What follows belongs to an exercise in optimizing a design on an open flow for small area, a short achievable clock period and few clock cycles; a production flow would make more cautious choices. No functional check of the RTL was part of any run shown here. Power is estimated from default activity; no workload was simulated.

<file path="design/flow/flow/run.sh">
#!/bin/bash
# Standard ORFS layout, with timing repair aimed at a larger setup slack
# than the clock needs (the SDC and clock period are unchanged).
set -euo pipefail
bash standard.sh SETUP_SLACK_MARGIN=8.4 TNS_END_PERCENT=0 finish > make_finish.log 2>&1
</file>
<file path="design/flow/standard.sh">
#!/bin/bash
# synth_recipe.tcl (not shown) runs the flow's synth.tcl, then flattens the netlist and writes it again
# the make line also repeats each setting of config.mk as NAME=value (left out here)
make -C /OpenROAD-flow-scripts/flow DESIGN_CONFIG=/design/flow/config.mk WORK_HOME=/design/flow/orfs CLKGATE_MAP_FILE= SYNTH_SCRIPT=/design/flow/synth_recipe.tcl "${@:-finish}"
</file>
<file path="design/flow/config.mk">
export PLATFORM = sky130hd
export DESIGN_NAME = qrl_rs_engine
export DESIGN_NICKNAME = qrl_rs_engine
export VERILOG_FILES = /design/flow/design.v
export SDC_FILE = /design/flow/constraint.sdc
export NUM_CORES = 4
export LEC_CHECK = 0
export CAP_MARGIN = 20
export CORE_MARGIN = 2
export CORE_UTILIZATION = 40
export SLEW_MARGIN = 20
</file>
<file path="design/flow/constraint.sdc">
create_clock -name core_clock -period 12.0 [get_ports {clk}]
set_input_delay 2.4000 -clock core_clock [delete_from_list [all_inputs] [get_ports {clk}]]
set_output_delay 2.4000 -clock core_clock [all_outputs]
set_load 0.01 [all_outputs]
</file>
<file path="design/flow/design.v">
module qrl_rs_engine (
    input             clk,
    input             rst_n,        
    input             req_valid,
    input             req_write,
    input      [11:0] req_addr,
    input      [31:0] req_wdata,
    output            req_ready,
    output reg        rsp_valid,
    output reg [31:0] rsp_rdata,
    output reg        rsp_buserr
);
    localparam [7:0] OP_NOP       = 8'h00;
    localparam [7:0] OP_GF_MUL    = 8'h01;
    localparam [7:0] OP_GF_EXP    = 8'h02;
    localparam [7:0] OP_GF_LOG    = 8'h03;
    localparam [7:0] OP_ECC_COUNT = 8'h10;
    localparam [7:0] OP_RS_GEN    = 8'h11;
    localparam [7:0] OP_RS_REM    = 8'h12;
    localparam [7:0] OP_RS_ENCODE = 8'h13;
    localparam [7:0] OP_RS_SYND   = 8'h14;
    localparam [3:0] E_OK            = 4'h0;
    localparam [3:0] E_ILLEGAL_OP    = 4'h1;
    localparam [3:0] E_RESERVED_BITS = 4'h2;
    localparam [3:0] E_LOG_OF_ZERO   = 4'h3;
    localparam [3:0] E_BAD_ECC_COUNT = 4'h4;
    localparam [3:0] E_NO_GENERATOR  = 4'h5;
    localparam [3:0] E_EMPTY_MESSAGE = 4'h6;
    localparam [3:0] E_INVALID_SYM   = 4'hB;
    localparam [3:0] E_BAD_LENGTH    = 4'hC;
    localparam [3:0] E_READ_ONLY     = 4'hE;
    localparam [2:0] S_IDLE = 3'd0;
    localparam [2:0] S_REM  = 3'd1;
    localparam [2:0] S_SYN  = 3'd2;
    localparam [2:0] S_EXP  = 3'd3;
    localparam [2:0] S_LOG  = 3'd4;
    function automatic [7:0] xtime(input [7:0] a);
        xtime = a[7] ? ((a << 1) ^ 8'h1d) : (a << 1);
    endfunction
    function automatic [7:0] gf_mul(input [7:0] a, input [7:0] b);
        integer i;
        begin
            gf_mul = 8'd0;
            for (i = 7; i >= 0; i = i - 1)
                gf_mul = xtime(gf_mul) ^ (b[i] ? a : 8'd0);
        end
    endfunction
    function automatic [7:0] apow(input integer i);
        integer k;
        begin
            apow = 8'd1;
            for (k = 0; k < i; k = k + 1) apow = xtime(apow);
        end
    endfunction
    function automatic [79:0] gen_rom(input [3:0] n);
        begin
            gen_rom = 80'h0;
            gen_rom = gen_rom | ({80{n == 4'd1}} & 80'h00_00_00_00_00_00_00_00_00_01);
            gen_rom = gen_rom | ({80{n == 4'd2}} & 80'h00_00_00_00_00_00_00_00_02_03);
            gen_rom = gen_rom | ({80{n == 4'd3}} & 80'h00_00_00_00_00_00_00_08_0e_07);
            gen_rom = gen_rom | ({80{n == 4'd4}} & 80'h00_00_00_00_00_00_40_78_36_0f);
            gen_rom = gen_rom | ({80{n == 4'd5}} & 80'h00_00_00_00_00_74_93_3f_c6_1f);
            gen_rom = gen_rom | ({80{n == 4'd6}} & 80'h00_00_00_00_26_e3_20_da_01_3f);
            gen_rom = gen_rom | ({80{n == 4'd7}} & 80'h00_00_00_75_44_0b_a4_9a_7a_7f);
            gen_rom = gen_rom | ({80{n == 4'd8}} & 80'h00_00_18_c8_ad_ef_36_51_0b_ff);
            gen_rom = gen_rom | ({80{n == 4'd9}} & 80'h00_25_c5_e8_a4_eb_f5_9e_cf_e2);
            gen_rom = gen_rom | ({80{n == 4'd10}} & 80'hc1_9d_71_5f_5e_c7_6f_9f_c2_d8);
        end
    endfunction
    function automatic [7:0] gen_byte(input [3:0] n, input [3:0] j);
        begin
            gen_byte = 8'h0;
            gen_byte = gen_byte | ({8{n == 4'd1 && j == 4'd0}} & 8'h01);
            gen_byte = gen_byte | ({8{n == 4'd2 && j == 4'd0}} & 8'h03);
            gen_byte = gen_byte | ({8{n == 4'd2 && j == 4'd1}} & 8'h02);
            gen_byte = gen_byte | ({8{n == 4'd3 && j == 4'd0}} & 8'h07);
            gen_byte = gen_byte | ({8{n == 4'd3 && j == 4'd1}} & 8'h0e);
            gen_byte = gen_byte | ({8{n == 4'd3 && j == 4'd2}} & 8'h08);
            gen_byte = gen_byte | ({8{n == 4'd4 && j == 4'd0}} & 8'h0f);
            gen_byte = gen_byte | ({8{n == 4'd4 && j == 4'd1}} & 8'h36);
            gen_byte = gen_byte | ({8{n == 4'd4 && j == 4'd2}} & 8'h78);
            gen_byte = gen_byte | ({8{n == 4'd4 && j == 4'd3}} & 8'h40);
            gen_byte = gen_byte | ({8{n == 4'd5 && j == 4'd0}} & 8'h1f);
            gen_byte = gen_byte | ({8{n == 4'd5 && j == 4'd1}} & 8'hc6);
            gen_byte = gen_byte | ({8{n == 4'd5 && j == 4'd2}} & 8'h3f);
            gen_byte = gen_byte | ({8{n == 4'd5 && j == 4'd3}} & 8'h93);
            gen_byte = gen_byte | ({8{n == 4'd5 && j == 4'd4}} & 8'h74);
            gen_byte = gen_byte | ({8{n == 4'd6 && j == 4'd0}} & 8'h3f);
            gen_byte = gen_byte | ({8{n == 4'd6 && j == 4'd1}} & 8'h01);
            gen_byte = gen_byte | ({8{n == 4'd6 && j == 4'd2}} & 8'hda);
            gen_byte = gen_byte | ({8{n == 4'd6 && j == 4'd3}} & 8'h20);
            gen_byte = gen_byte | ({8{n == 4'd6 && j == 4'd4}} & 8'he3);
            gen_byte = gen_byte | ({8{n == 4'd6 && j == 4'd5}} & 8'h26);
            gen_byte = gen_byte | ({8{n == 4'd7 && j == 4'd0}} & 8'h7f);
            gen_byte = gen_byte | ({8{n == 4'd7 && j == 4'd1}} & 8'h7a);
            gen_byte = gen_byte | ({8{n == 4'd7 && j == 4'd2}} & 8'h9a);
            gen_byte = gen_byte | ({8{n == 4'd7 && j == 4'd3}} & 8'ha4);
            gen_byte = gen_byte | ({8{n == 4'd7 && j == 4'd4}} & 8'h0b);
            gen_byte = gen_byte | ({8{n == 4'd7 && j == 4'd5}} & 8'h44);
            gen_byte = gen_byte | ({8{n == 4'd7 && j == 4'd6}} & 8'h75);
            gen_byte = gen_byte | ({8{n == 4'd8 && j == 4'd0}} & 8'hff);
            gen_byte = gen_byte | ({8{n == 4'd8 && j == 4'd1}} & 8'h0b);
            gen_byte = gen_byte | ({8{n == 4'd8 && j == 4'd2}} & 8'h51);
            gen_byte = gen_byte | ({8{n == 4'd8 && j == 4'd3}} & 8'h36);
            gen_byte = gen_byte | ({8{n == 4'd8 && j == 4'd4}} & 8'hef);
            gen_byte = gen_byte | ({8{n == 4'd8 && j == 4'd5}} & 8'had);
            gen_byte = gen_byte | ({8{n == 4'd8 && j == 4'd6}} & 8'hc8);
            gen_byte = gen_byte | ({8{n == 4'd8 && j == 4'd7}} & 8'h18);
            gen_byte = gen_byte | ({8{n == 4'd9 && j == 4'd0}} & 8'he2);
            gen_byte = gen_byte | ({8{n == 4'd9 && j == 4'd1}} & 8'hcf);
            gen_byte = gen_byte | ({8{n == 4'd9 && j == 4'd2}} & 8'h9e);
            gen_byte = gen_byte | ({8{n == 4'd9 && j == 4'd3}} & 8'hf5);
            gen_byte = gen_byte | ({8{n == 4'd9 && j == 4'd4}} & 8'heb);
            gen_byte = gen_byte | ({8{n == 4'd9 && j == 4'd5}} & 8'ha4);
            gen_byte = gen_byte | ({8{n == 4'd9 && j == 4'd6}} & 8'he8);
            gen_byte = gen_byte | ({8{n == 4'd9 && j == 4'd7}} & 8'hc5);
            gen_byte = gen_byte | ({8{n == 4'd9 && j == 4'd8}} & 8'h25);
            gen_byte = gen_byte | ({8{n == 4'd10 && j == 4'd0}} & 8'hd8);
            gen_byte = gen_byte | ({8{n == 4'd10 && j == 4'd1}} & 8'hc2);
            gen_byte = gen_byte | ({8{n == 4'd10 && j == 4'd2}} & 8'h9f);
            gen_byte = gen_byte | ({8{n == 4'd10 && j == 4'd3}} & 8'h6f);
            gen_byte = gen_byte | ({8{n == 4'd10 && j == 4'd4}} & 8'hc7);
            gen_byte = gen_byte | ({8{n == 4'd10 && j == 4'd5}} & 8'h5e);
            gen_byte = gen_byte | ({8{n == 4'd10 && j == 4'd6}} & 8'h5f);
            gen_byte = gen_byte | ({8{n == 4'd10 && j == 4'd7}} & 8'h71);
            gen_byte = gen_byte | ({8{n == 4'd10 && j == 4'd8}} & 8'h9d);
            gen_byte = gen_byte | ({8{n == 4'd10 && j == 4'd9}} & 8'hc1);
        end
    endfunction
    integer k;
    genvar  gi;
    reg [7:0]  msg [0:39];
    reg [5:0]  msg_len;
    reg [3:0]  gen_n;
    reg [7:0]  ecc [0:9];
    reg [7:0]  syn [0:9];
    reg [7:0]  result;
    reg        res_syn;     
    reg [3:0]  err;
    reg        sticky;
    reg        ready_q;
    reg        bv;
    reg        b_write;
    reg [5:0]  b_word;
    reg [23:0] b_wdata;
    reg        b_hi;        
    reg        b_cmd, b_status, b_result, b_msglen, b_genn, b_msg, b_gen, b_ecc, b_syn;
    reg        b_nc;        
    assign req_ready = ready_q;
    wire accept = req_valid && ready_q;
    wire        i_aligned = (req_addr[1:0] == 2'b00);
    wire [5:0]  i_word    = req_addr[7:2];
    wire [3:0]  i_small   = req_addr[5:2];
    wire        i_cmd     = i_aligned && req_addr == 12'h000;
    wire        i_status  = i_aligned && req_addr == 12'h004;
    wire        i_result  = i_aligned && req_addr == 12'h008;
    wire        i_msglen  = i_aligned && req_addr == 12'h014;
    wire        i_genn    = i_aligned && req_addr == 12'h024;
    wire        i_msg     = i_aligned && req_addr[11:8] == 4'h1 && i_word < 6'd40;
    wire        i_gen     = i_aligned && req_addr[11:6] == 6'h08 && i_small < 4'd10;
    wire        i_ecc     = i_aligned && req_addr[11:6] == 6'h09 && i_small < 4'd10;
    wire        i_syn     = i_aligned && req_addr[11:6] == 6'h0a && i_small < 4'd10;
    wire        i_mapped  = i_cmd | i_status | i_result | i_msglen | i_genn |
                            i_msg | i_gen | i_ecc | i_syn;
    wire        i_nc      = !i_mapped || i_status ||
                            (!req_write && (i_genn || i_gen || i_msglen));
    wire        b_mapped  = b_cmd | b_status | b_result | b_msglen | b_genn |
                            b_msg | b_gen | b_ecc | b_syn;
    wire        b_big     = b_hi || (|b_wdata[23:8]);             
    wire        b_len_bad = b_hi || (|b_wdata[23:6]) || (b_wdata[5:0] > 6'd40);
    wire [7:0]  op    = b_wdata[7:0];
    wire [7:0]  fld_a = b_wdata[15:8];
    wire [7:0]  fld_b = b_wdata[23:16];
    wire [8:0]  fld_i = b_wdata[16:8];
    reg         op_known;
    reg [15:0]  rsv_mask;   
    always @(*) begin
        op_known = 1'b1;
        rsv_mask = 16'hFFFF;
        case (op)
            OP_NOP:       rsv_mask = 16'hFFFF;
            OP_GF_MUL:    rsv_mask = 16'h0000;
            OP_GF_EXP:    rsv_mask = 16'hFE00;
            OP_GF_LOG:    rsv_mask = 16'hFF00;
            OP_ECC_COUNT: rsv_mask = 16'hFF00;
            OP_RS_GEN:    rsv_mask = 16'hFF00;
            OP_RS_REM:    rsv_mask = 16'hFFFF;
            OP_RS_ENCODE: rsv_mask = 16'hFF00;
            OP_RS_SYND:   rsv_mask = 16'hFF00;
            default:      op_known = 1'b0;
        endcase
    end
    wire rsv_bad = b_hi || |(b_wdata[23:8] & rsv_mask);
    wire n_bad   = (fld_a == 8'd0) || (fld_a > 8'd10);
    wire [6:0] ecc_q   = ({1'b0, fld_a} + 9'd3) >> 2;
    wire [6:0] ecc_cnt = (ecc_q < 7'd4) ? 7'd4 : ecc_q;
    reg [2:0]  state;
    reg [5:0]  left;        
    reg [3:0]  eleft;       
    reg [8:0]  cnt;         
    reg [3:0]  syn_n;       
    reg [7:0]  s0, s1;      
    reg        s_dbl;       
    reg        s_last;      
    wire [5:0] np = cnt[5:0];
    wire [2:0] ep = cnt[8:6];
    wire idle = (state == S_IDLE);
    wire exec = bv && (idle || b_nc);
    wire [5:0]  m_addr = idle ? b_word : np;
    reg  [15:0] msg_pair;
    always @(*) begin
        msg_pair = 16'd0;
        for (k = 0; k < 20; k = k + 1)
            if (m_addr[5:1] == k) msg_pair = {msg[2*k+1], msg[2*k]};
    end
    wire [7:0]  msg_one = m_addr[0] ? msg_pair[15:8] : msg_pair[7:0];
    wire [2:0]  e_addr = idle ? b_word[3:1] : ep;
    reg  [15:0] ecc_pair;
    reg  [7:0]  syn_rd;
    always @(*) begin
        ecc_pair = 16'd0;
        syn_rd   = 8'd0;
        for (k = 0; k < 5; k = k + 1)
            if (e_addr == k) ecc_pair = {ecc[2*k+1], ecc[2*k]};
        for (k = 0; k < 10; k = k + 1)
            if (b_word[3:0] == k) syn_rd = syn[k];
    end
    wire [7:0]  ecc_one = b_word[0] ? ecc_pair[15:8] : ecc_pair[7:0];
    wire        ld_msg   = (left != 6'd0);
    wire [15:0] ld_pair  = ld_msg ? msg_pair : ecc_pair;
    wire        ld_dbl   = ld_msg ? (left > 6'd1) : (eleft > 4'd1);
    wire [5:0]  left_nx  = (left > 6'd1) ? left - 6'd2 : 6'd0;
    wire [3:0]  eleft_nx = ld_msg ? eleft : ((eleft > 4'd1) ? eleft - 4'd2 : 4'd0);
    wire        ld_last  = (left_nx == 6'd0) && (eleft_nx == 4'd0);
    wire [79:0] g_all  = gen_rom(gen_n);
    wire [7:0]  gen_rd = gen_byte(gen_n, b_word[3:0]);
    wire [7:0] fb     = s0 ^ ecc[0];
    wire [7:0] m0_x   = idle ? fld_a : fb;
    wire [7:0] m0_y   = idle ? fld_b : g_all[7:0];
    wire [7:0] m0_out = gf_mul(m0_x, m0_y);
    reg  [7:0] rem_nx [0:9];
    always @(*) begin
        rem_nx[0] = ecc[1] ^ m0_out;
        for (k = 1; k < 9; k = k + 1)
            rem_nx[k] = ecc[k + 1] ^ gf_mul(fb, g_all[8*k +: 8]);
        rem_nx[9] = gf_mul(fb, g_all[79:72]);
    end
    wire syn_dbl = s_dbl;
    reg  [7:0] syn_nx [0:9];
    reg  [7:0] h1;
    always @(*) begin
        for (k = 0; k < 10; k = k + 1) begin
            h1 = gf_mul(syn[k], apow(k)) ^ s0;
            syn_nx[k] = syn_dbl ? (gf_mul(h1, apow(k)) ^ s1) : h1;
        end
    end
    wire syn_zero = ~|{syn[0], syn[1], syn[2], syn[3], syn[4],
                       syn[5], syn[6], syn[7], syn[8], syn[9]};
    reg [8:0] rd_data;
    always @(*) begin
        rd_data = 9'd0;
        if (b_status)      rd_data = {sticky, 4'd0, err};
        else if (b_result) rd_data = {1'b0, res_syn ? {7'd0, syn_zero} : result};
        else if (b_msglen) rd_data = {3'd0, msg_len};
        else if (b_genn)   rd_data = {5'd0, gen_n};
        else if (b_msg)    rd_data = {1'b0, msg_one};
        else if (b_gen)    rd_data = {1'b0, gen_rd};
        else if (b_ecc)    rd_data = {1'b0, ecc_one};
        else if (b_syn)    rd_data = {1'b0, syn_rd};
    end
    wire do_cmd    = exec && b_write && b_cmd && op_known && !rsv_bad;
    wire len_ok    = (msg_len != 6'd0);
    wire start_enc = do_cmd && op == OP_RS_ENCODE && !n_bad && len_ok;
    wire start_rem = start_enc || (do_cmd && op == OP_RS_REM && gen_n != 4'd0 && len_ok);
    wire start_syn = do_cmd && op == OP_RS_SYND && !n_bad && len_ok;
    wire start_exp = do_cmd && op == OP_GF_EXP;
    wire start_log = do_cmd && op == OP_GF_LOG && fld_a != 8'd0;
    wire rem_last = (left == 6'd1);
    wire syn_last = s_last;
    wire exp_last = (cnt == 9'd0);
    wire log_last = (s0 == s1);
    reg  [2:0] state_nx;
    always @(*) begin
        state_nx = state;
        case (state)
            S_IDLE: begin
                if (start_rem)      state_nx = S_REM;
                else if (start_syn) state_nx = S_SYN;
                else if (start_exp) state_nx = S_EXP;
                else if (start_log) state_nx = S_LOG;
            end
            S_REM: if (rem_last) state_nx = S_IDLE;
            S_SYN: if (syn_last) state_nx = S_IDLE;
            S_EXP: if (exp_last) state_nx = S_IDLE;
            S_LOG: if (log_last) state_nx = S_IDLE;
            default: state_nx = S_IDLE;
        endcase
    end
    wire bv_nx = accept || (bv && !exec);
    wire nc_nx = accept ? i_nc : b_nc;
    always @(posedge clk) begin
        if (accept) begin
            b_write  <= req_write;
            b_word   <= i_word;
            b_wdata  <= req_wdata[23:0];
            b_hi     <= |req_wdata[31:24];
            b_cmd    <= i_cmd;
            b_status <= i_status;
            b_result <= i_result;
            b_msglen <= i_msglen;
            b_genn   <= i_genn;
            b_msg    <= i_msg;
            b_gen    <= i_gen;
            b_ecc    <= i_ecc;
            b_syn    <= i_syn;
            b_nc     <= i_nc;
        end
        rsp_rdata  <= {23'd0, b_write ? 9'd0 : rd_data};
        rsp_buserr <= !b_mapped;
        if (!rst_n) begin
            ready_q   <= 1'b1;
            bv        <= 1'b0;
            rsp_valid <= 1'b0;
        end else begin
            ready_q   <= !bv_nx || state_nx == S_IDLE || nc_nx;
            bv        <= bv_nx;
            rsp_valid <= exec;
        end
    end
    wire       wr_ok  = exec && b_write && !b_big;
    wire [7:0] sym_in = b_wdata[7:0] & {8{rst_n}};
    generate
        for (gi = 0; gi < 40; gi = gi + 1) begin : g_msg
            wire en = !rst_n || (wr_ok && b_msg && b_word == gi);
            always @(posedge clk) if (en) msg[gi] <= sym_in;
        end
    endgenerate
    wire       rem_run  = (state == S_REM);
    wire       ecc_clr  = start_rem;
    wire [7:0] ecc_in   = b_wdata[7:0] & {8{rst_n && !ecc_clr}};
    generate
        for (gi = 0; gi < 10; gi = gi + 1) begin : g_ecc
            wire en = !rst_n || ecc_clr || rem_run ||
                      (wr_ok && b_ecc && b_word[3:0] == gi);
            always @(posedge clk) if (en) ecc[gi] <= rem_run ? rem_nx[gi] : ecc_in;
        end
    endgenerate
    wire syn_run = (state == S_SYN);
    wire syn_clr = !rst_n || start_syn;
    generate
        for (gi = 0; gi < 10; gi = gi + 1) begin : g_syn
            wire en = syn_clr || (syn_run && gi < syn_n);
            always @(posedge clk) if (en) syn[gi] <= syn_nx[gi] & {8{!syn_clr}};
        end
    endgenerate
    always @(posedge clk) begin
        if (!rst_n) begin
            msg_len <= 6'd0;
            gen_n   <= 4'd0;
            result  <= 8'd0;
            res_syn <= 1'b0;
            err     <= E_OK;
            sticky  <= 1'b0;
            state   <= S_IDLE;
        end else begin
            state <= state_nx;
            if (exec && b_write) begin
                if (!b_mapped) begin
                end else if (b_status) begin
                    if (b_wdata[8]) sticky <= 1'b0;
                end else if (b_msglen) begin
                    if (b_len_bad) begin
                        err <= E_BAD_LENGTH; sticky <= 1'b1;
                    end else begin
                        msg_len <= b_wdata[5:0]; err <= E_OK;
                    end
                end else if (b_msg || b_ecc) begin
                    if (b_big) begin
                        err <= E_INVALID_SYM; sticky <= 1'b1;
                    end else begin
                        err <= E_OK;
                    end
                end else if (!b_cmd) begin
                    err <= E_READ_ONLY; sticky <= 1'b1;
                end else if (!op_known) begin
                    err <= E_ILLEGAL_OP; sticky <= 1'b1;
                end else if (rsv_bad) begin
                    err <= E_RESERVED_BITS; sticky <= 1'b1;
                end else begin
                    case (op)
                    OP_GF_MUL: begin
                        result <= m0_out; res_syn <= 1'b0; err <= E_OK;
                    end
                    OP_GF_EXP: begin
                        res_syn <= 1'b0; err <= E_OK;
                    end
                    OP_GF_LOG: begin
                        if (fld_a == 8'd0) begin
                            err <= E_LOG_OF_ZERO; sticky <= 1'b1;
                        end else begin
                            res_syn <= 1'b0; err <= E_OK;
                        end
                    end
                    OP_ECC_COUNT: begin
                        result <= {1'b0, ecc_cnt}; res_syn <= 1'b0; err <= E_OK;
                    end
                    OP_RS_GEN, OP_RS_ENCODE: begin
                        if (n_bad) begin
                            err <= E_BAD_ECC_COUNT; sticky <= 1'b1;
                        end else if (op == OP_RS_ENCODE && !len_ok) begin
                            err <= E_EMPTY_MESSAGE; sticky <= 1'b1;
                        end else begin
                            gen_n <= fld_a[3:0];
                            err   <= E_OK;
                        end
                    end
                    OP_RS_REM: begin
                        if (gen_n == 4'd0) begin
                            err <= E_NO_GENERATOR; sticky <= 1'b1;
                        end else if (!len_ok) begin
                            err <= E_EMPTY_MESSAGE; sticky <= 1'b1;
                        end else begin
                            err <= E_OK;
                        end
                    end
                    OP_RS_SYND: begin
                        if (n_bad) begin
                            err <= E_BAD_ECC_COUNT; sticky <= 1'b1;
                        end else if (!len_ok) begin
                            err <= E_EMPTY_MESSAGE; sticky <= 1'b1;
                        end else begin
                            res_syn <= 1'b1;
                            err     <= E_OK;
                        end
                    end
                    default: err <= E_OK;  
                    endcase
                end
            end
            if (state == S_EXP && exp_last) result <= s0;
            if (state == S_LOG && log_last) result <= ~cnt[7:0];
        end
    end
    always @(posedge clk) begin
        if (start_rem) begin
            left <= msg_len;
            cnt  <= 9'd1;
            s0   <= msg_pair[7:0];
        end
        if (start_syn) begin
            left   <= left_l;
            eleft  <= fld_a[3:0];
            cnt    <= (msg_len == 6'd1) ? 9'd0 : 9'd2;
            syn_n  <= fld_a[3:0];
            s0     <= msg_pair[7:0];
            s1     <= msg_pair[15:8];
            s_dbl  <= (msg_len != 6'd1);
            s_last <= 1'b0;
        end
        if (start_exp) begin
            s0  <= 8'h01;
            cnt <= fld_i;
        end
        if (start_log) begin
            s0  <= 8'h01;
            s1  <= fld_a;
            cnt <= 9'd255;
        end
        case (state)
        S_REM: begin
            left <= left - 6'd1;
            cnt  <= cnt + 9'd1;
            s0   <= msg_one;
        end
        S_SYN: begin
            left   <= left_nx;
            eleft  <= eleft_nx;
            if (ld_msg) cnt[5:0] <= np + 6'd2;
            else        cnt[8:6] <= ep + 3'd1;
            s0     <= ld_pair[7:0];
            s1     <= ld_pair[15:8];
            s_dbl  <= ld_dbl;
            s_last <= ld_last;
        end
        S_EXP, S_LOG: begin
            s0  <= xtime(s0);
            cnt <= cnt - 9'd1;
        end
        default: ;
        endcase
    end
    wire [5:0] left_l = (msg_len > 6'd1) ? msg_len - 6'd2 : 6'd0;
endmodule
</file>
==> results.toml, run 1 <==
[sta]
worstMarginPinSlew_ps = 1100
finalWorstPathRequiredPeriod_ps = 4000
worst_slew_margin_rel = 0.265
setup_viol_count_final = 0
maxSlewViolCount = 0
fmaxAchievable_mhz = 250
rsz_0062_raised_after_global_routing = "yes"
final-hold-violation-count = 0
timing.setup.tns_ps = 0
ratio_of_final_minimum_period_to_clock_period = 0.334
final_critical_path_setup_slack_ps = 8000
timing.clock.skew_ps = 51.5

[synth]
yosysWarningCount = 6
synth-seq-area-share = 0.411
synth-edff-count = 554
synth.cells.most_frequent = "sky130_fd_sc_hd__xnor2_1, sky130_fd_sc_hd__edfxtp_1, sky130_fd_sc_hd__nor2_1, sky130_fd_sc_hd__nand2_1, sky130_fd_sc_hd__o21ai_0"
synthFlopType = "sky130_fd_sc_hd__edfxtp_1"
synth_area_per_cell_um2 = 9.34
synthesis.area_um2 = 43100
async_flop_share = 0
synth.top_cell.area_share = 0.386
synth.top_cells.by_area = "sky130_fd_sc_hd__edfxtp_1, sky130_fd_sc_hd__xnor2_1, sky130_fd_sc_hd__xor2_1, sky130_fd_sc_hd__o21ai_0, sky130_fd_sc_hd__nor2_1"
synthCells = 4615
synth.largest_area_cell = "sky130_fd_sc_hd__edfxtp_1"
post-synth-top-count-cell = "sky130_fd_sc_hd__xnor2_1"
number_of_register_bits_inferred_by_synthesis = 607
netlist-cell-type-count = 108

[clock_network]
cts_tree = "done"
max-clock-path-buffers = 3
insertion_delay_ps = 670
cts.hold.buffers_added = 0
ctsRootBufferMaster = "sky130_fd_sc_hd__clkbuf_16"
cts_made_buffers = 70
cts-htree-levels = 3
clock_sink_count = 607
cts_clock_pin_slew_for_the_worst_setup_and_hold_paths_ps = 60

[global_route]
grt_usage = 0.318
first_pass_grt_wire_length_um = 260000
number_of_global_route_vias_before_repair = 36300
grt-ovfl-total = 0
grt_start_max_net_pins = 89
grt_antenna_before_repair = 5

[hold_path]
min-delay-path-class = "flop to flop"

[layout]
fill_cells = 10200
seq_area_um2 = 17700
post_route_cells_drive_above_1_share = 0.126
nets = 4690
multi_input_comb_area_um2 = 24600
postLayoutCoreUtil = 0.461
syn2layout_area_growth_pct = 14.2

[drt]
drt_drc_violations_left = 0
routed_wire_length_per_instance_um = 30.1
ant_nets = 0
detailedRoute.firstPassIterationCount = 9
viasPerCell = 6.48
num_vias = 39400
detailedRoute.firstIterationViolations = 6453
route.final.wire_length_um = 183000

[critical_path]
critical_setup_path_class = "flop to flop"
required_ps = 12490
timing.critical_path.to_type = "flop"
critical_path.startpoint_type = "flop"
timing.critical_path.arrival_ps = 4500
largest_fanout_on_the_critical_path = 31

[placed_design]
placer_congestion_estimate = 1.05
numPortBuffers = 59
dp_hpwl_um = 128000
detailedPlace.worstSlack_ps = 6950

[job]
max-cap-violations = 0

[floorplanning]
floorplan.core_area_um2 = 107000
fp.dieArea_um2 = 110000
i_o_pins = 83
die-height_um = 332
fp-row-count = 120
die_w_um = 332
initial_utilization = 0.403

[power_and_ir_drop]
power.density_nw_per_um2 = 196
cellLeakagePower_nw = 16.6
worst_ir_drop_vdd_mv = 0.280

[run_status]
run_status = "timing/DRC/antenna clean"
-- layout by cell type, fill, tap and decap left out, types with 15 or more instances in the layout --
cell,count
sky130_fd_sc_hd__nor4_1,36
sky130_fd_sc_hd__o21ai_1,23
sky130_fd_sc_hd__nand2_1,369
sky130_fd_sc_hd__a211o_1,16
sky130_fd_sc_hd__nor2_1,460
sky130_fd_sc_hd__o31ai_1,16
sky130_fd_sc_hd__a221oi_1,45
sky130_fd_sc_hd__o211ai_1,37
sky130_fd_sc_hd__dfxtp_1,49
sky130_fd_sc_hd__inv_1,52
sky130_fd_sc_hd__conb_1,23
sky130_fd_sc_hd__xor2_1,197
sky130_fd_sc_hd__clkbuf_16,73
sky130_fd_sc_hd__a211oi_1,62
sky130_fd_sc_hd__o21ai_0,336
sky130_fd_sc_hd__and2_1,22
sky130_fd_sc_hd__xnor2_1,706
sky130_fd_sc_hd__o21ai_2,16
sky130_fd_sc_hd__mux2_2,15
sky130_fd_sc_hd__nand4_1,20
sky130_fd_sc_hd__ha_1,18
sky130_fd_sc_hd__nor2b_1,31
sky130_fd_sc_hd__mux2i_1,42
sky130_fd_sc_hd__a22oi_1,46
sky130_fd_sc_hd__nand2b_1,22
sky130_fd_sc_hd__buf_6,15
sky130_fd_sc_hd__and3_1,35
sky130_fd_sc_hd__o22ai_1,97
sky130_fd_sc_hd__buf_4,194
sky130_fd_sc_hd__a21oi_1,250
sky130_fd_sc_hd__nor3_1,80
sky130_fd_sc_hd__a222oi_1,16
sky130_fd_sc_hd__a221o_1,16
sky130_fd_sc_hd__nand3_1,82
sky130_fd_sc_hd__or3_1,16
sky130_fd_sc_hd__edfxtp_1,554
sky130_fd_sc_hd__o221ai_1,33
sky130_fd_sc_hd__a31oi_1,34
sky130_fd_sc_hd__clkdlybuf4s50_1,50
sky130_fd_sc_hd__xnor2_2,23
-- kinds of logic after synthesis --
kind of cell               after synthesis  synth area share
AOI/OAI and AO/OA                     1224             0.182
adders and majority gates               20           0.00575
other                                    1         0.0000870
DFF                                    607             0.411
buffers and inverters                  432            0.0426
xor gates and xnor gates               949             0.197
and+or+nand+nor                       1302             0.140
muxes                                   80            0.0221
-- report_power, final --
part           internal [W]  switching, W  total, W  leakage [nW]
clock network       0.00125      0.000972   0.00223          1.14
logic               0.00216       0.00241   0.00457          9.48
registers           0.00261      0.000259   0.00287          6.02
total               0.00602       0.00364   0.00966          16.6
-- repair_timing --
| item | CTS | global route |
|---|---|---|
| setup endpoints to repair | 892 | 774 |
| pin swaps | 9 | 14 |
| gates cloned | 2 | 1 |
| setup buffers | 19 | 32 |
| gates resized for setup | 135 | 107 |
-- metal layers --
metal,share of wire,GRT usage
met5,0.00016,0
met4,0.050,0.134
met3,0.14,0.0907
met2,0.42,0.467
met1,0.39,0.436
-- final cells by class --
cell class | count | share of cell area
clock buffer | 83 | 0.0376
sequential | 607 | 0.360
multi-input combinational | 3598 | 0.500
timing repair inverter | 2 | 0.000254
tap | 1403 | 0.0357
clock inverter | 41 | 0.0102
timing repair buffer | 287 | 0.0520
inverter | 57 | 0.00465
antenna | 1 | 0.0000508
-- registers in the layout, summed over array words and instances, names as in the netlist, 3 cells and up, named ones only --
signal,count
s0,8
gen_n,4
b_wdata,24
msg_len,6
b_word,6
msg,320
rsp_rdata,9
err,4
ecc,80
result,8
left,6
eleft,4
syn_n,4
syn,80
state,3
s1,8
cnt,9
-- path summary, 6_finish.rpt --
| check | startpoint | to | slack, ps | depth (start not counted) |
|---|---|---|---|---|
| setup / recovery | state[2] | s0[5] | 8000 | 12 |
| hold / removal | result[3] | result[3] | 480 | 2 |
| setup reg to reg | state[2] | s0[5] | 8000 | 12 |
| hold reg to reg | result[3] | result[3] | 480 | 2 |
-- critical path, cell delays in order (launching register included) --
cell and delay, ps:
sky130_fd_sc_hd__dfxtp_1 310, sky130_fd_sc_hd__buf_6 190, sky130_fd_sc_hd__or3_4 470, sky130_fd_sc_hd__buf_12 170, sky130_fd_sc_hd__mux2i_1 480, sky130_fd_sc_hd__nand2_1 370, sky130_fd_sc_hd__a21oi_1 240, sky130_fd_sc_hd__o221ai_1 170
sky130_fd_sc_hd__a21oi_1 250, sky130_fd_sc_hd__o221ai_1 240, sky130_fd_sc_hd__a21oi_1 550, sky130_fd_sc_hd__o21ai_0 190, sky130_fd_sc_hd__o221ai_1 180
-- metrics by stage --
stage	std cells	hold slack (ps)	total power, W	area [um2]
2_1_floorplan	4637	424	0.00656	43200
3_3_place_gp	5900	462	0.00730	45400
3_5_place_dp	5900	464	0.00736	45400
4_1_cts	6045	477	0.00961	48500
5_1_grt	6078	494	0.0102	49200
6_report	6079	480	0.00966	49200
==> run 2, diff against run 1 <==
==> design/flow/flow/run.sh (replaced) <==
#!/bin/bash
# Standard ORFS layout, with timing repair aimed at a larger setup slack
# than the clock needs (the SDC and clock period are unchanged).
set -euo pipefail
bash standard.sh SETUP_SLACK_MARGIN=8.4 TNS_END_PERCENT=5 finish > make_finish.log 2>&1
==> results.toml, run 2 <==
[sta]
fin_hold_ws_ps = 488
final-hold-violation-count = 0
ratio_of_final_minimum_period_to_clock_period = 0.317
worstMarginPinSlew_ps = 1030
timing.clock.skew_ps = 47.2
timing.setup.tns_ps = 0
rsz_0062_raised_after_global_routing = "yes"
fmaxAchievable_mhz = 263
finalWorstPathRequiredPeriod_ps = 3800
maxSlewViolCount = 0
setup_viol_count_final = 0
worst_slew_margin_rel = 0.314

[power_and_ir_drop]
netSwitchingPower_w = 0.00375
worst_ir_drop_vdd_mv = 0.292
power.density_nw_per_um2 = 194
cellLeakagePower_nw = 17.4
internal_power_w = 0.00619
power.switching_fraction = 0.377
pwr-share-comb = 0.478
power_share_of_the_sequential_group = 0.288
clock_power_share = 0.233

[floorplanning]
initial_utilization = 0.403
i_o_pins = 83
fp-row-count = 120
die_w_um = 332
fp.dieArea_um2 = 110000
floorplan.core_area_um2 = 107000
die-height_um = 332

[layout]
final_cell_mix = "sky130_fd_sc_hd__xnor2_1, sky130_fd_sc_hd__edfxtp_1, sky130_fd_sc_hd__nor2_1, sky130_fd_sc_hd__nand2_1, sky130_fd_sc_hd__o21ai_0"
reg_top3 = "msg (320), ecc (80), syn (80)"
most_frequent_standard_cell_in_the_layout_excluding_fill_and_tap_cells = "sky130_fd_sc_hd__xnor2_1"
fill_cells = 10000
syn2layout_area_growth_pct = 18.8
post_route_cells_drive_above_1_share = 0.163
largest_register_ff_count = 320
nets = 4754
biggest_register = "msg"

[global_route]
grt_antenna_before_repair = 5
grt_use_met3 = 0.105
gr-usage-met2 = 0.464
grt_usage = 0.326
grtUsageMet1 = 0.453
grt_start_max_net_pins = 90
global_route.peak_usage_layer = "met2"
grt-ovfl-total = 0
first_pass_grt_wire_length_um = 266000
number_of_global_route_vias_before_repair = 37100

[synth]
synth-seq-area-share = 0.411
synth_area_per_cell_um2 = 9.34
synth.largest_area_cell = "sky130_fd_sc_hd__edfxtp_1"
synth-edff-count = 554
netlist-cell-type-count = 108
async_flop_share = 0
synthFlopType = "sky130_fd_sc_hd__edfxtp_1"
synth.top_cell.area_share = 0.386
post-synth-top-count-cell = "sky130_fd_sc_hd__xnor2_1"
number_of_register_bits_inferred_by_synthesis = 607
synthCells = 4615
synth.top_cells.by_area = "sky130_fd_sc_hd__edfxtp_1, sky130_fd_sc_hd__xnor2_1, sky130_fd_sc_hd__xor2_1, sky130_fd_sc_hd__o21ai_0, sky130_fd_sc_hd__nor2_1"
synthesis.area_um2 = 43100
synth.cells.most_frequent = "sky130_fd_sc_hd__xnor2_1, sky130_fd_sc_hd__edfxtp_1, sky130_fd_sc_hd__nor2_1, sky130_fd_sc_hd__nand2_1, sky130_fd_sc_hd__o21ai_0"
yosysWarningCount = 6

[run_status]
run_status = "timing/DRC/antenna clean"

[clock_network]
cts_tree = "done"
max-clock-path-buffers = 3
ctsRootBufferMaster = "sky130_fd_sc_hd__clkbuf_16"
cts-htree-levels = 3
clock_sink_count = 607
insertion_delay_ps = 680
cts.hold.buffers_added = 0
cts_made_buffers = 69
cts_clock_pin_slew_for_the_worst_setup_and_hold_paths_ps = 70

[job]
max-cap-violations = 0

[drt]
drt_drc_violations_left = 0
num_vias = 40000
ant_nets = 0
routed_wire_length_per_instance_um = 30.5
detailedRoute.firstIterationViolations = 6971
viasPerCell = 6.50
detailedRoute.firstPassIterationCount = 9
route.final.wire_length_um = 187000

[critical_path]
largest_fanout_on_the_critical_path = 32
critical_setup_path_class = "flop to flop"
cpPeakStageDelay_ps = 560
timing.critical_path.arrival_ps = 4180
critical_path.startpoint_type = "flop"
timing.critical_path.to_type = "flop"
crit_chain = "buf_6, xnor2_2, buf_4, nor2_1, nor2_1, buf_4, o21ai_0, a21oi_1, xnor2_1, xnor2_1, xnor2_1, o21ai_0"
path_common_cell = "sky130_fd_sc_hd__xnor2_1"
required_ps = 12380
cpMaxStageDelayCell = "sky130_fd_sc_hd__buf_4"

[placed_design]
numPortBuffers = 59
dp_hpwl_um = 128000
placer_congestion_estimate = 1.04

[hold_path]
min-delay-path-class = "flop to flop"
## run 2: critical path, delay by kind of cell (launching register included)
kind            cells  cell delay, ps
buf+inv             3            1110
xor+xnor            4             890
compound gates      3             660
flops               1             460
simple gates        2             350
## run 2: layer usage
| layer | vias up | routed length (um) |
|---|---|---|
| li1 | 16800 | - |
| met1 | 19200 | 72800 |
| met2 | 3266 | 76800 |
| met3 | 623 | 28100 |
| met4 | 6 | 9710 |
| met5 | - | 44 |
## run 2: path summary, 6_finish.rpt
kind	from	cells past startpoint	to	slack, ps
worst max-delay path	s0[1]	12	ecc[3][2]	8200
worst min register to register	b_nc	2	b_nc	490
worst max register to register	s0[1]	12	ecc[3][2]	8200
worst min-delay path	b_nc	2	b_nc	490
## run 2: per-stage QoR
step	instances	instance area, um2	power [W]	setup WS [ps]	utilization
after global routing	6146	51200	0.0104	8190	0.479
final	6150	51200	0.00993	8200	0.479
after floorplan	4637	43200	0.00656	8000	-
after detailed placement	5891	45400	0.00741	7040	0.424
after CTS	6113	50300	0.00985	8190	0.471
after global placement	5889	45300	0.00734	6900	0.424
## run 2: timing repair
item	4_1_cts	5_1_grt
setup endpoints to repair	756	603
pin swaps	54	28
resized for setup	343	153
hold endpoints to repair	0	0
gates cloned	11	1
buffers inserted	84	32
## run 2: power groups by stage
stage | Sequential (W) | Clock, W | Combinational (W)
3_5_place_dp | 0.00289 | 0 | 0.00451
5_1_grt | 0.00287 | 0.00241 | 0.00516
4_1_cts | 0.00285 | 0.00233 | 0.00467
2_1_floorplan | 0.00273 | 0 | 0.00383
3_3_place_gp | 0.00289 | 0 | 0.00445
6_report | 0.00287 | 0.00232 | 0.00475
## run 2: layout make-up
type                            count  area, um2  share of cell area
Timing Repair Buffer              351       3420              0.0668
Multi-Input combinational cell   3598      25600               0.500
Clock buffer                       83       1780              0.0348
Sequential cell                   607      17700               0.346
Clock inverter                     44        682              0.0133
Tap cell                         1403       1760              0.0343
Timing Repair inverter              3       17.5            0.000342
Inverter                           57        233             0.00455
Antenna cell                        4       10.0            0.000196
## run 2: logic make-up (layout without fill, tap and decap cells)
| family | after synthesis | in the layout | share of synthesized area |
|---|---|---|---|
| simple gates | 1302 | 1302 | 0.140 |
| other cells | 1 | 27 | 0.0000870 |
| compound gates | 1224 | 1224 | 0.182 |
| buf+inv | 432 | 538 | 0.0426 |
| mux | 80 | 80 | 0.0221 |
| flops | 607 | 607 | 0.411 |
| fa+ha+maj | 20 | 20 | 0.00575 |
| xor+xnor | 949 | 949 | 0.197 |
==> run 3, diff against run 2 <==
--- a/design/flow/design.v
+++ b/design/flow/design.v
@@ -211,5 +211,25 @@
     always @(*) begin
-        msg_pair = 16'd0;
-        for (k = 0; k < 20; k = k + 1)
-            if (m_addr[5:1] == k) msg_pair = {msg[2*k+1], msg[2*k]};
+        case (m_addr[5:1])
+            5'd0: msg_pair = {msg[1], msg[0]};
+            5'd1: msg_pair = {msg[3], msg[2]};
+            5'd2: msg_pair = {msg[5], msg[4]};
+            5'd3: msg_pair = {msg[7], msg[6]};
+            5'd4: msg_pair = {msg[9], msg[8]};
+            5'd5: msg_pair = {msg[11], msg[10]};
+            5'd6: msg_pair = {msg[13], msg[12]};
+            5'd7: msg_pair = {msg[15], msg[14]};
+            5'd8: msg_pair = {msg[17], msg[16]};
+            5'd9: msg_pair = {msg[19], msg[18]};
+            5'd10: msg_pair = {msg[21], msg[20]};
+            5'd11: msg_pair = {msg[23], msg[22]};
+            5'd12: msg_pair = {msg[25], msg[24]};
+            5'd13: msg_pair = {msg[27], msg[26]};
+            5'd14: msg_pair = {msg[29], msg[28]};
+            5'd15: msg_pair = {msg[31], msg[30]};
+            5'd16: msg_pair = {msg[33], msg[32]};
+            5'd17: msg_pair = {msg[35], msg[34]};
+            5'd18: msg_pair = {msg[37], msg[36]};
+            5'd19: msg_pair = {msg[39], msg[38]};
+            default: msg_pair = 16'd0;
+        endcase
     end
@@ -220,8 +240,23 @@
     always @(*) begin
-        ecc_pair = 16'd0;
-        syn_rd   = 8'd0;
-        for (k = 0; k < 5; k = k + 1)
-            if (e_addr == k) ecc_pair = {ecc[2*k+1], ecc[2*k]};
-        for (k = 0; k < 10; k = k + 1)
-            if (b_word[3:0] == k) syn_rd = syn[k];
+        case (e_addr)
+            3'd0: ecc_pair = {ecc[1], ecc[0]};
+            3'd1: ecc_pair = {ecc[3], ecc[2]};
+            3'd2: ecc_pair = {ecc[5], ecc[4]};
+            3'd3: ecc_pair = {ecc[7], ecc[6]};
+            3'd4: ecc_pair = {ecc[9], ecc[8]};
+            default: ecc_pair = 16'd0;
+        endcase
+        case (b_word[3:0])
+            4'd0: syn_rd = syn[0];
+            4'd1: syn_rd = syn[1];
+            4'd2: syn_rd = syn[2];
+            4'd3: syn_rd = syn[3];
+            4'd4: syn_rd = syn[4];
+            4'd5: syn_rd = syn[5];
+            4'd6: syn_rd = syn[6];
+            4'd7: syn_rd = syn[7];
+            4'd8: syn_rd = syn[8];
+            4'd9: syn_rd = syn[9];
+            default: syn_rd = 8'd0;
+        endcase
     end
@@ -237,5 +272,19 @@
     wire [7:0] fb     = s0 ^ ecc[0];
-    wire [7:0] m0_x   = idle ? fld_a : fb;
+    wire [7:0] m_x    = idle ? fld_a : fb;
     wire [7:0] m0_y   = idle ? fld_b : g_all[7:0];
-    wire [7:0] m0_out = gf_mul(m0_x, m0_y);
+    reg  [7:0] xb [0:7];
+    always @(*) begin
+        xb[0] = m_x;
+        for (k = 1; k < 8; k = k + 1) xb[k] = xtime(xb[k - 1]);
+    end
+    function automatic [7:0] sel_sum(input [7:0] y, input [63:0] xs);
+        integer b;
+        begin
+            sel_sum = 8'd0;
+            for (b = 0; b < 8; b = b + 1)
+                if (y[b]) sel_sum = sel_sum ^ xs[8*b +: 8];
+        end
+    endfunction
+    wire [63:0] xb_all = {xb[7], xb[6], xb[5], xb[4], xb[3], xb[2], xb[1], xb[0]};
+    wire [7:0]  m0_out = sel_sum(m0_y, xb_all);
     reg  [7:0] rem_nx [0:9];
@@ -244,4 +293,4 @@
         for (k = 1; k < 9; k = k + 1)
-            rem_nx[k] = ecc[k + 1] ^ gf_mul(fb, g_all[8*k +: 8]);
-        rem_nx[9] = gf_mul(fb, g_all[79:72]);
+            rem_nx[k] = ecc[k + 1] ^ sel_sum(g_all[8*k +: 8], xb_all);
+        rem_nx[9] = sel_sum(g_all[79:72], xb_all);
     end
@@ -260,11 +309,10 @@
     always @(*) begin
-        rd_data = 9'd0;
-        if (b_status)      rd_data = {sticky, 4'd0, err};
-        else if (b_result) rd_data = {1'b0, res_syn ? {7'd0, syn_zero} : result};
-        else if (b_msglen) rd_data = {3'd0, msg_len};
-        else if (b_genn)   rd_data = {5'd0, gen_n};
-        else if (b_msg)    rd_data = {1'b0, msg_one};
-        else if (b_gen)    rd_data = {1'b0, gen_rd};
-        else if (b_ecc)    rd_data = {1'b0, ecc_one};
-        else if (b_syn)    rd_data = {1'b0, syn_rd};
+        rd_data = ({9{b_status}} & {sticky, 4'd0, err})
+                | ({9{b_result}} & {1'b0, res_syn ? {7'd0, syn_zero} : result})
+                | ({9{b_msglen}} & {3'd0, msg_len})
+                | ({9{b_genn}}   & {5'd0, gen_n})
+                | ({9{b_msg}}    & {1'b0, msg_one})
+                | ({9{b_gen}}    & {1'b0, gen_rd})
+                | ({9{b_ecc}}    & {1'b0, ecc_one})
+                | ({9{b_syn}}    & {1'b0, syn_rd});
     end
==> design/flow/flow/run.sh (replaced) <==
#!/bin/bash
# Standard ORFS layout with two changes to how it is made (the SDC, clock
# period and constraints are unchanged):
#  - the port buffers are buf_4 cells instead of the default delay buffers;
#  - timing repair aims at a larger setup slack than the clock needs.
set -euo pipefail
bash standard.sh SETUP_SLACK_MARGIN=8.5 TNS_END_PERCENT=0 \
    'BUFFER_PORTS_ARGS=-buffer_cell sky130_fd_sc_hd__buf_4' finish > make_finish.log 2>&1
==> results.toml, run 3 <==
[drt]
num_vias = 35200
routed_wire_length_per_instance_um = 30.2
ant_nets = 0
detailedRoute.firstIterationViolations = 5410
detailedRoute.firstPassIterationCount = 7
drt_drc_violations_left = 0
route.final.wire_length_um = 166000
viasPerCell = 6.41

[synth]
async_flop_share = 0
synth-edff-count = 554
synth-seq-area-share = 0.440
number_of_register_bits_inferred_by_synthesis = 607
netlist-cell-type-count = 93
synthesis.area_um2 = 40200
synth.top_cell.area_share = 0.413
synthCells = 4061
synth_area_per_cell_um2 = 9.91
yosysWarningCount = 7
synthFlopType = "sky130_fd_sc_hd__edfxtp_1"
synth.largest_area_cell = "sky130_fd_sc_hd__edfxtp_1"
synth.cells.most_frequent = "sky130_fd_sc_hd__xnor2_1, sky130_fd_sc_hd__edfxtp_1, sky130_fd_sc_hd__nor2_1, sky130_fd_sc_hd__nand2_1, sky130_fd_sc_hd__o21ai_0"
synth.top_cells.by_area = "sky130_fd_sc_hd__edfxtp_1, sky130_fd_sc_hd__xnor2_1, sky130_fd_sc_hd__nor2_1, sky130_fd_sc_hd__xor2_1, sky130_fd_sc_hd__o21ai_0"
post-synth-top-count-cell = "sky130_fd_sc_hd__xnor2_1"

[placed_design]
postPlaceCellArea_um2 = 42500
placer_congestion_estimate = 1.00
numPortBuffers = 59
dp_hpwl_um = 111000
detailedPlace.worstSlack_ps = 6440

[layout]
finish.instance_area_um2 = 46400
reg_top3 = "msg (320), ecc (80), syn (80)"
nets = 4204
biggest_register = "msg"
most_frequent_standard_cell_in_the_layout_excluding_fill_and_tap_cells = "sky130_fd_sc_hd__xnor2_1"
final_cell_mix = "sky130_fd_sc_hd__xnor2_1, sky130_fd_sc_hd__edfxtp_1, sky130_fd_sc_hd__nor2_1, sky130_fd_sc_hd__nand2_1, sky130_fd_sc_hd__buf_4"
fill_cells = 9272
post_route_cells_drive_above_1_share = 0.141
largest_register_ff_count = 320
syn2layout_area_growth_pct = 15.2

[sta]
setup_viol_count_final = 0
final-hold-violation-count = 0
finalWorstPathRequiredPeriod_ps = 3910
ratio_of_final_minimum_period_to_clock_period = 0.325
final_critical_path_setup_slack_ps = 8090
worst_slew_margin_rel = 0.164
worstMarginPinSlew_ps = 1250
timing.clock.skew_ps = 45.3
maxSlewViolCount = 0
fmaxAchievable_mhz = 256
timing.setup.tns_ps = 0
rsz_0062_raised_after_global_routing = "yes"

[run_status]
run_status = "timing/DRC/antenna clean"

[critical_path]
worst_r2r_startpoint = "s0[3]"
largest_fanout_on_the_critical_path = 14
timing.critical_path.arrival_ps = 4270
critical_path.startpoint_type = "flop"
required_ps = 12360
critical_setup_path_class = "flop to flop"
crit_start = "s0[3]"
timing.critical_path.to_type = "flop"

[global_route]
gr-usage-met2 = 0.475
global_route.peak_usage_layer = "met2"
grt_antenna_before_repair = 4
grt_use_met3 = 0.0735
grt_usage = 0.312
number_of_global_route_vias_before_repair = 32900
grt-ovfl-total = 0
grt_start_max_net_pins = 112
grtUsageMet1 = 0.410
first_pass_grt_wire_length_um = 235000

[clock_network]
cts_tree = "done"
cts_made_buffers = 72
clock_sink_count = 607
max-clock-path-buffers = 3
ctsRootBufferMaster = "sky130_fd_sc_hd__clkbuf_16"
cts-htree-levels = 3
cts.hold.buffers_added = 0
insertion_delay_ps = 680
cts_clock_pin_slew_for_the_worst_setup_and_hold_paths_ps = 60

[power_and_ir_drop]
power.density_nw_per_um2 = 216
worst_ir_drop_vdd_mv = 0.288
cellLeakagePower_nw = 16.3

[floorplanning]
die-height_um = 321
die_w_um = 321
i_o_pins = 83
floorplan.core_area_um2 = 99900
initial_utilization = 0.403
fp-row-count = 116
fp.dieArea_um2 = 103000

[hold_path]
hp-start = "err[1]"
min-delay-path-class = "flop to flop"

[job]
max-cap-violations = 0
run 3: changes by cell type in the layout (fill, tap and decap cells not counted), moves of 24 or more:
cell,previous run,this run
sky130_fd_sc_hd__a21oi_1,243,125
sky130_fd_sc_hd__a22o_1,6,34
sky130_fd_sc_hd__a222oi_1,16,40
sky130_fd_sc_hd__xnor2_2,38,13
sky130_fd_sc_hd__buf_4,223,266
sky130_fd_sc_hd__xnor2_1,684,625
sky130_fd_sc_hd__nand2_1,359,304
sky130_fd_sc_hd__a22oi_1,43,122
sky130_fd_sc_hd__o22ai_1,95,54
sky130_fd_sc_hd__clkdlybuf4s50_1,35,0
sky130_fd_sc_hd__nor2_1,449,415
sky130_fd_sc_hd__o21ai_0,326,253
run 3: cell families after synthesis:
logic type                 after synthesis  synth area share
buffers and inverters                  368            0.0376
AOI/OAI and AO/OA                      944             0.157
muxes                                   81            0.0218
other                                    1         0.0000932
and+or+nand+nor                       1178             0.138
adders and majority gates               22           0.00684
xor gates and xnor gates               860             0.199
DFF                                    607             0.440
run 3: area by class of cell:
cell class	count	area, um2	area share
timing repair buffer	293	2440	0.0526
multi-input combinational	3112	21900	0.473
sequential	607	17700	0.382
antenna	1	2.50	0.0000540
clock inverter	45	571	0.0123
clock buffer	85	1880	0.0406
tap	1298	1620	0.0350
inverter	48	184	0.00397
run 3: through the flow:
stage	cells	power (W)	hold slack [ps]	util
floorplan	4083	0.00677	424	-
global placement	5292	0.00752	459	0.426
detailed placement	5293	0.00757	475	0.426
CTS	5472	0.00998	482	0.461
global route	5488	0.0106	504	0.464
finish	5489	0.0100	482	0.464
run 3: per-layer routing:
metal  share of wire  up-vias
met5        0.000085        -
met4           0.067        2
met3            0.12      649
met2            0.43     2546
met1            0.38    17000
li1                -    14900
run 3: worst paths after layout:
kind / end / slack (ps) / cells after the start
worst max-delay path: ecc[8][7] / 8090 / 9
worst max register to register: ecc[8][7] / 8090 / 9
worst min-delay path: err[1] / 480 / 2
worst min register to register: err[1] / 480 / 2
run 3: repair_timing:
item                                    4_1_cts  5_1_grt
gates cloned                                  4        3
setup buffers                                45       13
gates resized for setup                     144       27
pin swaps                                    19       10
endpoints found under the setup margin      700      538
run 3: report_power, final:
part / switching, W / leakage, nW / total, W / internal, W
clock network: 0.000970 / 1.19 / 0.00230 / 0.00133
registers: 0.000257 / 6.03 / 0.00289 / 0.00263
logic: 0.00250 / 9.12 / 0.00482 / 0.00232
run 3: critical path, cell delays in order, from the launching register on:
cell	delay, ps
sky130_fd_sc_hd__edfxtp_1	320
sky130_fd_sc_hd__buf_4	340
sky130_fd_sc_hd__xor2_1	450
sky130_fd_sc_hd__xor2_1	730
sky130_fd_sc_hd__a21oi_2	480
sky130_fd_sc_hd__o41ai_1	400
sky130_fd_sc_hd__a21oi_1	140
sky130_fd_sc_hd__o22ai_1	430
sky130_fd_sc_hd__xnor2_1	190
sky130_fd_sc_hd__o21ai_0	100
==> run 4, diff against run 3 <==
--- a/design/flow/design.v
+++ b/design/flow/design.v
@@ -138,2 +138,3 @@
     reg        res_syn;     
+    reg        syn_ok;      
     reg [3:0]  err;
@@ -164,4 +165,3 @@
                             i_msg | i_gen | i_ecc | i_syn;
-    wire        i_nc      = !i_mapped || i_status ||
-                            (!req_write && (i_genn || i_gen || i_msglen));
+    wire        i_nc      = !req_write && req_addr[11:6] == 6'd0 && req_addr[4:0] == 5'b00100;
     wire        b_mapped  = b_cmd | b_status | b_result | b_msglen | b_genn |
@@ -208,3 +208,3 @@
     wire exec = bv && (idle || b_nc);
-    wire [5:0]  m_addr = idle ? b_word : np;
+    wire [5:0]  m_addr = np;
     reg  [15:0] msg_pair;
@@ -236,3 +236,3 @@
     wire [7:0]  msg_one = m_addr[0] ? msg_pair[15:8] : msg_pair[7:0];
-    wire [2:0]  e_addr = idle ? b_word[3:1] : ep;
+    wire [2:0]  e_addr = ep;
     reg  [15:0] ecc_pair;
@@ -261,2 +261,3 @@
         endcase
+        syn_rd = syn_rd & {8{syn_ok}};
     end
@@ -396,3 +397,3 @@
     wire syn_run = (state == S_SYN);
-    wire syn_clr = !rst_n || start_syn;
+    wire syn_clr = start_syn;
     generate
@@ -409,2 +410,3 @@
             res_syn <= 1'b0;
+            syn_ok  <= 1'b0;
             err     <= E_OK;
@@ -480,2 +482,3 @@
                             res_syn <= 1'b1;
+                            syn_ok  <= 1'b1;
                             err     <= E_OK;
@@ -538,3 +541,5 @@
         endcase
+        if (state_nx == S_IDLE) cnt <= {bw_nx[3:1], bw_nx};
     end
+    wire [5:0] bw_nx  = accept ? i_word : b_word;
     wire [5:0] left_l = (msg_len > 6'd1) ? msg_len - 6'd2 : 6'd0;
==> design/flow/flow/run.sh (replaced) <==
#!/bin/bash
# Standard ORFS layout with these changes to how it is made (the SDC, clock
# period and constraints are unchanged):
#  - the port buffers are buf_4 cells instead of the default delay buffers;
#  - timing repair aims at a larger setup slack than the clock needs;
#  - larger clock-tree sink clusters (fewer clock buffer levels).
set -euo pipefail
bash standard.sh SETUP_SLACK_MARGIN=8.5 TNS_END_PERCENT=5 \
    'BUFFER_PORTS_ARGS=-buffer_cell sky130_fd_sc_hd__buf_4' \
    CTS_CLUSTER_SIZE=25 CTS_CLUSTER_DIAMETER=100 finish > make_finish.log 2>&1
==> results.toml, run 4 <==
[global_route]
grt-ovfl-total = 0
first_pass_grt_wire_length_um = 243000
grt_antenna_before_repair = 8
number_of_global_route_vias_before_repair = 33100
grt_usage = 0.330
grt_start_max_net_pins = 96

[sta]
setup_viol_count_final = 0
finalWorstPathRequiredPeriod_ps = 3760
ratio_of_final_minimum_period_to_clock_period = 0.313
final-hold-violation-count = 0
rsz_0062_raised_after_global_routing = "yes"
maxSlewViolCount = 0
timing.clock.skew_ps = 63.3
worst_slew_margin_rel = 0.0950
fmaxAchievable_mhz = 266
worstMarginPinSlew_ps = 1350
timing.setup.tns_ps = 0

[critical_path]
critical_setup_path_class = "flop to flop"
timing.critical_path.arrival_ps = 4230
required_ps = 12470
largest_fanout_on_the_critical_path = 16
critical_path.startpoint_type = "flop"
timing.critical_path.to_type = "flop"

[drt]
ant_nets = 0
num_vias = 35900
routed_wire_length_per_instance_um = 31.7
route.final.wire_length_um = 175000
detailedRoute.firstPassIterationCount = 10
detailedRoute.firstIterationViolations = 6254
viasPerCell = 6.52
drt_drc_violations_left = 0

[layout]
post_route_cells_drive_above_1_share = 0.160
most_frequent_standard_cell_in_the_layout_excluding_fill_and_tap_cells = "sky130_fd_sc_hd__xnor2_1"
nets = 4266
finish.cell_count_without_fillers = 5510
reg_top3 = "msg (320), ecc (80), syn (80)"
largest_register_ff_count = 320
final_cell_mix = "sky130_fd_sc_hd__xnor2_1, sky130_fd_sc_hd__edfxtp_1, sky130_fd_sc_hd__nor2_1, sky130_fd_sc_hd__nand2_1, sky130_fd_sc_hd__buf_4"
syn2layout_area_growth_pct = 16.3
biggest_register = "msg"
postLayoutCoreUtil = 0.468

[synth]
async_flop_share = 0
number_of_register_bits_inferred_by_synthesis = 608
netlist-cell-type-count = 87
synth.top_cell.area_share = 0.416
synth-seq-area-share = 0.446
synth.top_cells.by_area = "sky130_fd_sc_hd__edfxtp_1, sky130_fd_sc_hd__xnor2_1, sky130_fd_sc_hd__xor2_1, sky130_fd_sc_hd__nor2_1, sky130_fd_sc_hd__o21ai_0"
synth.largest_area_cell = "sky130_fd_sc_hd__edfxtp_1"
synth_area_per_cell_um2 = 9.71
synthFlopType = "sky130_fd_sc_hd__edfxtp_1"
synth.cells.most_frequent = "sky130_fd_sc_hd__xnor2_1, sky130_fd_sc_hd__edfxtp_1, sky130_fd_sc_hd__nor2_1, sky130_fd_sc_hd__nand2_1, sky130_fd_sc_hd__o21ai_0"
synth-edff-count = 548
post-synth-top-count-cell = "sky130_fd_sc_hd__xnor2_1"
synthesis.area_um2 = 39600
yosysWarningCount = 7
synthCells = 4077

[floorplanning]
die_w_um = 319
fp.dieArea_um2 = 101000
floorplan.core_area_um2 = 98300
die-height_um = 319
i_o_pins = 83
initial_utilization = 0.403
fp-row-count = 115

[job]
max-cap-violations = 0

[clock_network]
ctsRootBufferMaster = "sky130_fd_sc_hd__clkbuf_16"
cts_clock_pin_slew_for_the_worst_setup_and_hold_paths_ps = 100
max-clock-path-buffers = 3
cts_made_buffers = 36
cts_tree = "done"
cts.hold.buffers_added = 0
clock_sink_count = 608
insertion_delay_ps = 690
cts-htree-levels = 2

[power_and_ir_drop]
cellLeakagePower_nw = 16.1
power.density_nw_per_um2 = 110
worst_ir_drop_vdd_mv = 0.0880

[placed_design]
dp.cells = 5278
numPortBuffers = 59
dp_hpwl_um = 116000
placer_congestion_estimate = 1.04

[hold_path]
min-delay-path-class = "flop to flop"

[run_status]
run_status = "timing/DRC/antenna clean"
run 4: cell count changes after synthesis, moves of 11 or more:
cell,previous run,this run
sky130_fd_sc_hd__a21oi_1,131,181
sky130_fd_sc_hd__nand2_1,310,354
sky130_fd_sc_hd__a22oi_1,122,163
sky130_fd_sc_hd__and3_1,54,26
sky130_fd_sc_hd__a22o_1,34,9
sky130_fd_sc_hd__nor3_1,62,82
sky130_fd_sc_hd__or3_1,29,12
sky130_fd_sc_hd__buf_1,24,40
sky130_fd_sc_hd__o22ai_1,54,70
sky130_fd_sc_hd__xnor3_1,23,8
sky130_fd_sc_hd__nor2b_1,20,34
sky130_fd_sc_hd__and2_1,29,18
run 4: cell families after synthesis:
kind of cell	share of synthesized area
buf+inv	0.0407
other cells	0.0000947
simple gates	0.131
mux	0.0220
fa+ha+maj	0.00847
flops	0.446
xor+xnor	0.196
compound gates	0.156
run 4: timing repair:
action | CTS | global route
gates cloned | 15 | 3
pin swaps | 38 | 34
gates resized for setup | 207 | 98
setup endpoints to repair | 922 | 618
setup buffers | 86 | 56
run 4: final cells by class:
type	instances	area (um2)
fillers	9194	52200
multi-input cells	3112	21800
flip-flops and latches	608	17700
repair buffers	381	3480
well taps	1287	1610
clock buffers	49	950
clock inverters	16	272
inverters	51	215
repair inverters	2	13.8
diodes	4	10.0
run 4: path summary, 6_finish.rpt:
| path | from | to | slack [ps] | cells after the start |
|---|---|---|---|---|
| worst max-delay path | cnt[6] | rsp_rdata[0] | 8240 | 9 |
| worst min-delay path | syn_ok | syn_ok | 500 | 1 |
| worst max register to register | cnt[6] | rsp_rdata[0] | 8240 | 9 |
| worst min register to register | syn_ok | syn_ok | 500 | 1 |
run 4: through the flow:
stage	setup slack [ps]	instance area (um2)	hold slack, ps	power, W
2_1_floorplan	8410	39700	424	0.00302
3_3_place_gp	6830	41800	443	0.00335
3_5_place_dp	6760	41800	458	0.00336
4_1_cts	8320	45100	484	0.00494
5_1_grt	8230	46000	497	0.00515
6_report	8240	46000	496	0.00505
run 4: worst max-delay path, cell delays in order (launching register included):
cell	delay (ps)
sky130_fd_sc_hd__dfxtp_2	390
sky130_fd_sc_hd__ha_1	260
sky130_fd_sc_hd__ha_1	210
sky130_fd_sc_hd__buf_4	270
sky130_fd_sc_hd__a222oi_1	1180
sky130_fd_sc_hd__nand2_1	260
sky130_fd_sc_hd__nand2_2	170
sky130_fd_sc_hd__mux2i_1	160
sky130_fd_sc_hd__a221oi_2	430
sky130_fd_sc_hd__a31oi_4	220
run 4: where the power goes:
part	switching (W)	leakage (nW)	total (W)	internal, W
combinational	0.000697	9.52	0.00112	0.000422
sequential	0.0000644	5.98	0.00247	0.00240
clock	0.000841	0.581	0.00146	0.000622
run 4: per-layer routing:
metal | GRT usage | routed length, um
met5 | 0.00851 | 199
met4 | 0.170 | 11900
met3 | 0.0934 | 22800
met2 | 0.498 | 74600
met1 | 0.430 | 65100

[what the ideal ports hide]
The results above use ideal ports. As a check the final layouts listed here were re-extracted and re-timed, cells and wires unchanged.
Step 1 (the two cells are an assumption about what drives the block):
set clk [get_ports {clk}]
set_driving_cell -lib_cell sky130_fd_sc_hd__clkbuf_16 $clk
set_driving_cell -lib_cell sky130_fd_sc_hd__buf_2 [delete_from_list [all_inputs] $clk]
Step 2, shift: input delay + t, output delay - t, t = (earliest + latest rising clock arrival at the registers) / 2. This alone moves slack from input paths to output paths.
Slacks: no drivers / after step 1 / after step 2; pairs: no drivers / after step 1.
run | shift t [ns] | setup WS [ns] | worst data-port slew with drivers (ns) | cell pins on the clock port's net
run 1 | 0.722 | 7.997 / 7.965 / 7.386 | 0.10 | 1
run 2 | 0.732 | 8.198 / 8.171 / 7.673 | 0.09 | 1
run 3 | 0.730 | 8.094 / 8.094 / 7.580 | 0.04 | 1
run 4 | 0.733 | 8.239 / 8.239 / 7.564 | 0.12 | 1
After both steps every run listed still meets setup and hold. The setup slack of run 4, which loses most, moves by 0.000 ns with the drivers and by -0.675 ns with both steps.
